This design comes from an exercise in tuning for small area, a short achievable clock period and few clock cycles on the open sky130 flow, not from production work. Function was checked by simulation only, so behaviour that the tests miss may differ from the original. Power and IR drop assume default switching activity.

### config.mk
export PLATFORM = sky130hd
export DESIGN_NAME = s9core
export DESIGN_NICKNAME = s9core
export VERILOG_FILES = /design/flow/design.v
export SDC_FILE = /design/flow/constraint.sdc
export NUM_CORES = 4
export LEC_CHECK = 0
export CAP_MARGIN = 20
export CORE_MARGIN = 2
export CORE_UTILIZATION = 40
export PLACE_DENSITY = 0.6
export SLEW_MARGIN = 20
### constraint.sdc
create_clock -name core_clock -period 10.0 [get_ports {clk}]
set_input_delay 2.0000 -clock core_clock [delete_from_list [all_inputs] [get_ports {clk}]]
set_output_delay 2.0000 -clock core_clock [all_outputs]
set_load 0.01 [all_outputs]
### design.v
module s9core (
    input  wire        clk,
    input  wire        rst,
    input  wire [1:0]  cmd_op,
    input  wire [15:0] cmd_len,
    output wire        busy,
    output wire        done,
    output wire        fault,
    output wire [3:0]  fcode,
    output wire [15:0] finfo,
    output wire [15:0] res_n,
    output wire [18:0] res_bytes,
    output wire [15:0] vin_addr,
    input  wire [31:0] vin_rdata,
    output wire        vout_we,
    output wire [9:0]  vout_addr,
    output wire [31:0] vout_wdata,
    output wire        snk_valid,
    output wire        snk_len,
    output wire [31:0] snk_data,
    input  wire        snk_ready,
    input  wire        snk_fail,
    output wire        src_valid,
    output wire        src_len,
    input  wire        src_ready,
    input  wire        src_fail,
    input  wire [31:0] src_data
);
    localparam [2:0] F_EMPTY = 3'd1, F_VALUE = 3'd2, F_SEL    = 3'd3,
                     F_HDR   = 3'd4, F_SINK  = 3'd5, F_SOURCE = 3'd6,
                     F_ALLOC = 3'd7;
    function [4:0] row_cap;
        input integer s;
        case (s)
            0: row_cap = 5'd28;
            1: row_cap = 5'd14;
            2: row_cap = 5'd9;
            3: row_cap = 5'd7;
            4: row_cap = 5'd5;
            5: row_cap = 5'd4;
            6: row_cap = 5'd3;
            7: row_cap = 5'd2;
            default: row_cap = 5'd1;
        endcase
    endfunction
    function integer row_bits;
        input integer s;
        case (s)
            0: row_bits = 1;
            1: row_bits = 2;
            2: row_bits = 3;
            3: row_bits = 4;
            4: row_bits = 5;
            5: row_bits = 7;
            6: row_bits = 9;
            7: row_bits = 14;
            default: row_bits = 28;
        endcase
    endfunction
    reg        busy_r, done_r, flt;
    reg [2:0]  fc;
    reg        s_echk, s_escan, s_dhdr, s_dchk, s_dword, s_dext;
    reg        fast;      
    reg [15:0] n;         
    reg [15:0] ptr;       
    reg [15:0] words;     
    reg [1:0]  hidx;      
    reg [7:0]  hb;        
    reg [4:0]  j;         
    reg [27:0] wreg;      
    reg [3:0]  sel;       
    reg [8:0]  live;      
    reg        vbad1;     
    reg [27:0] v1;
    reg [8:0]  ft1;       
    reg        val1;
    reg        wfull, wlast, pad, hdrp;
    reg        tf;        
    reg        vo;        
    reg        selok;
    wire start = !busy_r && !flt && (cmd_op != 2'd0);
    wire [15:0] ptr_inc = ptr + 16'd1;
    wire [15:0] ptr_rew = ptr - {11'd0, j} - 16'd1;
    wire        pend    = (ptr == n);      
    reg [8:0] ft_in;
    integer r;
    always @* begin
        for (r = 0; r < 9; r = r + 1)
            ft_in[r] = ((vin_rdata[27:0] >> row_bits(r)) == 28'd0);
    end
    wire [8:0]  m        = ft1 & live;
    reg  [8:0]  conf;
    always @* begin
        for (r = 0; r < 9; r = r + 1)
            conf[r] = ({1'b0, j} >= {1'b0, row_cap(r)});
    end
    wire        first    = (j == 5'd0);
    wire [8:0]  lay_t    = (s_escan && first && !pad) ? m : live;    
    wire [8:0]  lay      = lay_t & ~{lay_t[7:0], 1'b0};               
    wire        fits     = |(ft1 & lay);
    wire        kill     = val1 && !pad && !first && !fits;
    wire        ins      = (val1 || pad) && !kill;       
    wire        last1    = pend;                         
    reg  [3:0]  lay_bin;
    reg         lay_full;      
    reg         lay_tf;        
    reg  [27:0] shifted;
    reg  [27:0] dmask;
    integer     p, b, top;
    always @* begin
        lay_bin  = 4'd0;
        lay_full = 1'b0;
        lay_tf   = 1'b0;
        shifted  = 28'd0;
        for (r = 0; r < 9; r = r + 1) begin
            b   = row_bits(r);
            top = row_cap(r) * b;
            if (lay[r]) begin
                lay_bin  = lay_bin | r[3:0];
                lay_full = lay_full | (j == row_cap(r) - 5'd1);
                lay_tf   = lay_tf | (j == row_cap(r) - 5'd2);
            end
            for (p = 0; p < 28; p = p + 1) begin
                if (p < top - b)
                    shifted[p] = shifted[p] | (lay[r] & wreg[p + b]);
                else if (p < top)
                    shifted[p] = shifted[p] | (lay[r] & s_escan & !pad & v1[p - top + b]);
            end
        end
    end
    always @* begin
        for (p = 0; p < 28; p = p + 1) begin
            if (p == 0)       dmask[p] = 1'b1;
            else if (p < 2)   dmask[p] = ~live[0];
            else if (p < 3)   dmask[p] = ~live[1];
            else if (p < 4)   dmask[p] = ~live[2];
            else if (p < 5)   dmask[p] = ~live[3];
            else if (p < 7)   dmask[p] = ~live[4];
            else if (p < 9)   dmask[p] = ~live[5];
            else if (p < 14)  dmask[p] = ~live[6];
            else              dmask[p] = ~live[7];
        end
    end
    wire        adv    = !wfull || (snk_ready && !hdrp);    
    wire        w_take = wfull && !hdrp && snk_ready;
    wire [7:0]  hbyte  = src_data[7:0];
    wire [15:0] hnew   = (hidx == 2'd0) ? {9'd0, hbyte[6:0]} :
                         (hidx == 2'd1) ? {2'd0, hbyte[6:0], n[6:0]} :
                                          {hbyte[1:0], n[13:0]};
    wire        hbad   = (hidx == 2'd2) && ((hbyte[6:2] != 5'd0) || hbyte[7]);
    wire        halloc = fast ? (n > 16'd997) : (n > 16'd1024);
    wire        d_fin   = vo && (tf || !fast);         
    wire        d_fetch = tf && !vo;
    wire [3:0]  nsel    = src_data[3:0];
    wire [8:0]  nlive;
    genvar g;
    generate
        for (g = 0; g < 9; g = g + 1) begin : g_nl
            assign nlive[g] = (nsel <= g);
        end
    endgenerate
    task go_fault;
        input [2:0] code;
        begin
            flt     <= 1'b1;
            fc      <= code;
            busy_r  <= 1'b0;
            s_echk  <= 1'b0;
            s_escan <= 1'b0;
            s_dhdr  <= 1'b0;
            s_dchk  <= 1'b0;
            s_dword <= 1'b0;
            s_dext  <= 1'b0;
            hdrp    <= 1'b0;
            wfull   <= 1'b0;
        end
    endtask
    task go_done;
        begin
            done_r  <= 1'b1;
            busy_r  <= 1'b0;
            s_escan <= 1'b0;
            s_dchk  <= 1'b0;
            s_dext  <= 1'b0;
            s_dhdr  <= 1'b0;
            ptr     <= 16'd0;
        end
    endtask
    always @(posedge clk) begin
        vbad1 <= (vin_rdata[31:28] != 4'd0);
        if (rst) begin
            busy_r  <= 1'b0;
            done_r  <= 1'b0;
            flt     <= 1'b0;
            fc      <= 3'd0;
            s_echk  <= 1'b0;
            s_escan <= 1'b0;
            s_dhdr  <= 1'b0;
            s_dchk  <= 1'b0;
            s_dword <= 1'b0;
            s_dext  <= 1'b0;
            ptr     <= 16'd0;
            wfull   <= 1'b0;
            hdrp    <= 1'b0;
        end else begin
            if (start) begin
                done_r <= 1'b0;
                words  <= 16'd0;
                hidx   <= 2'd0;
                j      <= 5'd0;
                fast   <= cmd_op[0];
                if (cmd_op == 2'd1) begin
                    n <= cmd_len;
                    if (cmd_len == 16'd0) begin
                        go_fault(F_EMPTY);
                    end else begin
                        busy_r <= 1'b1;
                        s_echk <= 1'b1;
                        ptr    <= 16'd1;
                    end
                end else begin
                    n      <= 16'd0;
                    busy_r <= 1'b1;
                    s_dhdr <= 1'b1;
                end
            end
            if (s_echk) begin
                if (vbad1) begin
                    go_fault(F_VALUE);
                    ptr <= ptr_rew;                 
                end else if (pend) begin
                    s_echk  <= 1'b0;
                    s_escan <= 1'b1;
                    ptr     <= 16'd0;
                    val1    <= 1'b0;
                    pad     <= 1'b0;
                    live    <= 9'h1ff;
                    wfull   <= 1'b0;
                    wlast   <= 1'b0;
                    hdrp    <= 1'b1;
                    hb      <= {(n[15:7] != 9'd0), n[6:0]};
                end else begin
                    ptr <= ptr_inc;
                end
            end
            if (s_escan) begin
                if (adv) begin
                    if (w_take) wfull <= 1'b0;
                    if (kill) begin
                        ptr  <= ptr_rew;
                        val1 <= 1'b0;
                        j    <= 5'd0;
                        live <= live & (ft1 | conf);
                    end else begin
                        val1 <= !pend;
                        if (!pend) begin
                            v1  <= vin_rdata[27:0];
                            ft1 <= ft_in;
                            ptr <= ptr_inc;
                        end
                        if (ins) begin
                            wreg <= shifted;
                            live <= lay_t;
                            if (lay_full) begin
                                wfull <= 1'b1;
                                wlast <= last1 || pad;
                                sel   <= lay_bin;
                                j     <= 5'd0;
                                pad   <= 1'b0;
                                live  <= 9'h1ff;
                            end else begin
                                j   <= j + 5'd1;
                                pad <= pad || last1;
                            end
                        end
                    end
                end
                if ((hdrp || wfull) && snk_ready) begin
                    if (snk_fail) begin
                        go_fault(F_SINK);
                        ptr <= 16'd0;
                    end else if (hdrp) begin
                        hidx <= hidx + 2'd1;
                        hdrp <= hb[7];
                        hb   <= (hidx == 2'd0) ? {(n[15:14] != 2'd0), n[13:7]}
                                               : {6'd0, n[15:14]};
                    end else begin
                        words <= words + 16'd1;
                        if (wlast) begin
                            go_done;
                            wfull <= 1'b0;
                        end
                    end
                end
            end
            if (s_dhdr && src_ready) begin
                if (src_fail) begin
                    go_fault(F_SOURCE);
                end else begin
                    hidx <= hidx + 2'd1;
                    n    <= hnew;
                    if (hbad) begin
                        go_fault(F_HDR);
                        ptr <= 16'd2;
                    end else if (!hbyte[7]) begin
                        s_dhdr <= 1'b0;
                        s_dchk <= 1'b1;
                    end
                end
            end
            if (s_dchk) begin
                vo <= (n == 16'd1);
                if (halloc) begin
                    go_fault(F_ALLOC);
                    ptr <= n;
                end else if (n == 16'd0) begin
                    go_done;
                end else begin
                    s_dchk  <= 1'b0;
                    s_dword <= 1'b1;
                end
            end
            if (s_dword && src_ready) begin
                if (src_fail) begin
                    go_fault(F_SOURCE);
                    ptr <= 16'd0;
                end else begin
                    s_dword <= 1'b0;
                    s_dext  <= 1'b1;
                    wreg    <= src_data[31:4];
                    sel     <= nsel;
                    live    <= nlive;
                    selok   <= (nsel <= 4'd8);
                    tf      <= (nsel == 4'd8);
                    j       <= 5'd0;
                    words   <= words + 16'd1;
                end
            end
            if (s_dext) begin
                if (!selok) begin
                    go_fault(F_SEL);
                    ptr <= {12'd0, sel};
                end else begin
                    ptr  <= ptr_inc;
                    vo   <= vo || ((ptr[10:0] + 11'd2) == n[10:0]);
                    wreg <= shifted;
                    j    <= j + 5'd1;
                    tf   <= lay_tf;
                    if (d_fin) begin
                        go_done;
                    end else if (d_fetch) begin
                        if (src_ready) begin
                            if (src_fail) begin
                                go_fault(F_SOURCE);
                                ptr <= 16'd0;
                            end else begin
                                wreg  <= src_data[31:4];
                                sel   <= nsel;
                                live  <= nlive;
                                selok <= (nsel <= 4'd8);
                                tf    <= (nsel == 4'd8);
                                j     <= 5'd0;
                                words <= words + 16'd1;
                            end
                        end else begin
                            s_dext  <= 1'b0;
                            s_dword <= 1'b1;
                        end
                    end
                end
            end
        end
    end
    assign busy      = busy_r;
    assign done      = done_r;
    assign fault     = flt;
    assign fcode     = {1'b0, fc};
    assign finfo     = ptr & {16{flt}};
    assign res_n     = n;
    assign res_bytes = {1'b0, words, hidx};
    assign vin_addr  = ptr;
    assign vout_we    = s_dext && selok;
    assign vout_addr  = ptr[9:0];
    assign vout_wdata = {4'd0, wreg & dmask};
    assign snk_valid = hdrp || wfull;
    assign snk_len   = !hdrp;
    assign snk_data  = hdrp ? {24'd0, hb} : {wreg, sel};
    assign src_valid = s_dhdr || s_dword || (s_dext && selok && d_fetch);
    assign src_len   = !s_dhdr;
endmodule
### flow/run.sh
#!/bin/bash
set -euo pipefail
bash standard.sh SETUP_SLACK_MARGIN=6.5 finish > flow_make.log 2>&1
### standard.sh
#!/bin/bash
# synth_recipe.tcl (not shown) runs the flow's synth.tcl, then flattens the netlist and writes it again
# the make line also repeats each setting of config.mk as NAME=value (left out here)
make -C /OpenROAD-flow-scripts/flow DESIGN_CONFIG=/design/flow/config.mk WORK_HOME=/design/flow/orfs CLKGATE_MAP_FILE= SYNTH_SCRIPT=/design/flow/synth_recipe.tcl "${@:-finish}"
==> flow_results.org <==
** Status
- The flow ran to the end and the layout has no timing, DRC or antenna violations.

** Floorplanning
- The initial utilization of the core area, before any placement, comes to 0.4084.
- The die covers 0.03393 mm².
- In this run the count of I/O pins placed on the die edge is roughly 240.
- From left edge to right edge, the die measures around 180 µm.
- After floorplanning, the core was divided into 65 placement rows.
- Std-Cell Core Area :: ~0.032 mm²
- From bottom edge to top edge, the die measures roughly 180 µm.

** Clock tree
- The H-tree was split into 4 levels.
- Counting along the longest clock path gives a buffer depth of 2.
- TritonCTS built the clock tree.
- Register clock-pin slew on the reported worst setup and hold paths :: approximately 70 ps
- Clock latency on the worst-skew pair, taken at its later pin, is 460 ps.
- Clock buffers created by TritonCTS :: 17
- For this design, the sink count on the clock tree is 162.
- Clock Tree Root :: clkbuf_16
- Number of hold buffers added after CTS :: 0

** Synthesis
- For this run, the number of Yosys warnings is 1.
- The largest total area in the synthesized netlist belongs to edfxtp_1.
- Share of synthesized flip-flops with an asynchronous set or reset :: 0
- Each instance of the synthesized netlist takes up on average a little over 8 µm².
- Summing every instance area after synthesis gives 0.01299 mm².
- Synthesized instance count :: between 1,500 and 2,000
- Simple-gate area share of the yosys netlist :: 0.2296
- Of the total synthesized cell area, the portion taken by full adders, half adders and majority gates is 0.01696.
- The synthesized design contains 131 enable-type register cells.
- Share of cell area taken by muxes after synthesis :: 0.01773
- Synth Area in XOR/XNOR :: 0.03035
- Compound-gate portion of the synthesized area :: 0.2884
- Combinational family with the most area after synthesis :: compound AO/OA/AOI/OAI gates
- Share of synthesized area occupied by flip-flops and latches :: 0.3507
- Of the post-synthesis cell area, the dominant cell type holds 0.3029.
- Yosys mapped the design onto 81 distinct sky130hd cell types.
- In the synthesized netlist the dominant register cell turns out to be edfxtp_1.
- Counting flops and latches in the post-synthesis netlist gives roughly 160.
- Cells taking the most area after synthesis :: edfxtp_1, dfxtp_1, nor2_1, a21oi_1, o21ai_0

** Critical path
- The worst register-to-register path begins at j[1]$_DFFE_PN_.
- Traced cell by cell, the critical path runs through buf_12 > or4_4 > o31ai_4 > buf_6 > a21oi_4 > nor3_4 > a32oi_2 > nor3_1 > a21oi_1 > nor4_1.
- Cell family contributing the most delay on the critical path :: simple AND/OR/NAND/NOR gates
- Counting both buffers and inverters, the worst setup path holds a total of 2.
- The endpoint identified for the worst register-to-register timing path is ptr[15]$_SDFF_PP0_.
- At the worst endpoint, the required time is 10,350 ps.
- Beginning of the critical path :: src_data[6]
- Logic depth of the worst register-to-register path :: 12
- Largest incremental delay on the critical path :: 520 ps
- For the worst setup path, the data arrival time is roughly 4000 ps.
- By startpoint and endpoint, the worst setup path is classified as in2reg.
- Critical path fanouts, max :: 6
- STA classifies the critical path endpoint as a flop.
- R2R setup slack :: 6480 ps
- CP max stage cell :: or4_4
- Critical Path Source Type :: input port

** GRT
- Entering global routing, the biggest net connects 47 pins.
- Number of antenna violations at the first check in global routing :: 3
- Global routing finished with a remaining overflow of 0.
- Global-route wire length before repair :: ~88,000 µm
- Overall track demand over capacity in global routing :: 0.3423
- Number of global-route vias before repair :: approximately 14,000

** Min path
- Startpoint of the most critical hold path :: fc[2]$_SDFF_PP0_
- The path class of the tightest hold or removal check is reg2reg.
- The worst hold path was traced through 2 stages.
- End point of the worst hold path :: fc[2]$_SDFF_PP0_

** STA
- The count of pins over their slew limit came to 0.
- Setup violations remaining at the end of the flow were counted as 0.
- Upper clock frequency limit :: between 200 and 300 MHz
- In this run the tightest slew margin relative to its limit is 0.2872.
- The number of hold violations in the final report was 0.
- Total negative slack :: 0 ps
- Of the available clock period, the critical path in the final layout requires 0.3661.
- Setup slack closes at 6339 ps.
- Slew at the pin closest to its max-slew limit :: about 1100 ps
- Tmin final :: roughly 3700 ps
- The clock arrives with 16.99 ps of skew.
- Setup repair after global routing missed its margin :: yes

** Power and ir drop
- Pwr dens :: approximately 130 mW/mm²
- Total power of the final layout :: 2.486 mW
- Across the VDD grid, the largest voltage drop is between 0.0001 and 0.00015 V.
- Standby leakage power :: between 7 and 8 nW

** Placement
- In this run the tool buffered the top-level ports with ~230 buffer cells.
- At the end of routability-driven placement, the weighted congestion stood at between 0.9 and 1.
- Timing analysis after detailed placement gives a worst setup slack of between 5000 and 6000 ps.
- Post-DP HPWL :: around 38,000 µm

** Drt
- DR WL/cell :: 25.96 µm
- Using the TritonRoute via totals, the vias-per-cell ratio works out to around 6.6.
- Antenna Nets Post-Route :: 0
- DRC Markers :: 0
- Initial DRT Pass Iterations :: 10
- The final layout contains routed wiring with a total length of approximately 61,000 µm.
- Detailed routing inserted a total of about 15,000 vias.
- The detailed router finished its first iteration with 2,591 violations.

** Run
- The tool flagged a number of max-cap violations equal to 0.

** Cells and area
- The final layout contains 2,004 nets.
- Fraction of final layout cells with drive strength greater than 1 :: 0.2458
- Layout overhead on the synthesized area :: 42.73%
- Number of filler instances in the final layout :: roughly 2,900
## worst max path at each step
stage | to | slack (ps) | depth (start not counted)
3_5_place_dp | ptr[2]$_SDFF_PP0_ | 5100 | 9
5_1_grt | s_dword$_SDFF_PP0_ | 6300 | 10
3_3_place_gp | words[11]$_DFFE_PN_ | 5120 | 9
2_1_floorplan | ft1[0]$_DFFE_PP_ | 5830 | 11
4_1_cts | s_dword$_SDFF_PP0_ | 6350 | 10
6_report | s_dword$_SDFF_PP0_ | 6340 | 10
## per-stage QoR
stage	instance area [µm²]	hold WS (ps)	std cells	util
global placement	15530	559.2	2107	0.4885
finish	18540	579.3	2348	0.5829
global route	18530	612.1	2347	0.5828
detailed placement	15530	571.0	2107	0.4885
floorplan	13330	537.0	1584	-
CTS	17840	582.4	2296	0.5611
## cell type report
cell class | instances | area, µm² | share of cell area
multi-input cells | 1231 | 8496 | 0.4583
diodes | 1 | 2.502 | 0.0001350
flip-flops and latches | 162 | 4627 | 0.2496
inverters | 29 | 121.4 | 0.006547
clock buffers | 18 | 429.2 | 0.02315
repair inverters | 1 | 7.507 | 0.0004050
repair buffers | 457 | 4165 | 0.2247
clock inverters | 14 | 143.9 | 0.007762
well taps | 435 | 544.3 | 0.02936
## power breakdown
group          switching [mW]  internal, mW
clock network           0.325         0.352
logic                   0.514         0.415
registers              0.0797         0.799
total                   0.919          1.57
## synthesized netlist by cell type (23+ instances only)
cell type  count
a31oi_1       25
clkbuf_1     117
o21ai_0      104
nand2_1      119
dfxtp_1       31
nor3_1        46
and3_1        27
a22oi_1       53
nor2_1       158
a221oi_1      39
a21oi_1      116
edfxtp_1     131
and2_1        23
nor2b_1       71
a211oi_1      28
inv_1         29
xnor2_1       23
a222oi_1      37
nand3_1       56
## per-layer routing
layer	global-route usage	vias up	routed length, µm
met5	0	-	71
met4	0.1418	6	3271
met3	0.07746	283	7913
met2	0.5217	1246	26430
met1	0.4678	7295	23260
li1	-	6669	-
## layout by cell type, fill, tap and decap left out, types with 22 or more instances in the layout
cell	count
inv_1	22
a21oi_1	106
buf_6	32
nor2_1	148
a22oi_1	53
a211oi_1	25
clkdlybuf4s50_1	113
buf_4	178
a222oi_1	37
nor2b_1	62
edfxtp_1	131
a221oi_1	33
clkbuf_2	31
nand3_1	53
a31oi_1	24
dlygate4sd2_1	66
and2_1	22
nor3_1	42
and3_1	23
o21ai_0	96
xor2_1	22
nand2_1	105
xnor2_1	23
## repair_timing
item | 4_1_cts | 5_1_grt
gates resized for setup | 337 | 144
gates cloned | 9 | 3
pin swaps | 47 | 41
setup endpoints to repair | 356 | 161
buffers inserted | 148 | 48
## worst min-delay path: stages (launching register included)
cell      delay [ps]
dfxtp_1          320
a21oi_1          130
a211oi_1          80
## sequential cells by signal, summed over array words and instances, names as in the netlist, 2 cells and up
signal / flops
v1: 28
wreg: 28
n: 16
ptr: 16
words: 16
live: 9
ft1: 8
hb: 8
j: 5
sel: 4
fc: 3
hidx: 2
## cells by family (layout without fill, tap and decap cells)
group                    after synthesis  in the layout
AO/OA/AOI/OAI                        538            539
XOR/XNOR                              45             45
adder cells (fa/ha/maj)               17             17
buffers and inverters                196            519
flip-flops                           162            162
multiplexers                          22             22
other                                  1              7
AND/OR/NAND/NOR                      598            602
Testbench counts, summed over its fixed seeds: cycles 105,556.

## what the ideal ports hide
In the flow no input, the clock included, has a driving cell. The finished layout below was timed again as built, in two steps. Step 1 (the two cells are an assumption about what drives the block):
set clk [get_ports {clk}]
set_driving_cell -lib_cell sky130_fd_sc_hd__clkbuf_16 $clk
set_driving_cell -lib_cell sky130_fd_sc_hd__buf_2 [delete_from_list [all_inputs] $clk]
Step 2 adds t to the input delays and takes it off the output delays; t is the mean of the earliest and latest rising clock arrival at the registers after step 1. Input paths then give back, and output paths get back, about the clock's delay inside the block. Slacks: ideal / step 1 / step 2; pairs: ideal / step 1.
shift t [ns]: 0.499
slack for setup (ns): 6.339 / 6.337 / 5.837
worst setup path at the end: input to register
worst slew at a driven data input, ns: 0.07
pins driven straight from the clock port: 1
After both steps setup and hold are still met in this run. For this run, drivers alone change the setup slack by -0.002 ns; drivers and shift together by -0.502 ns.
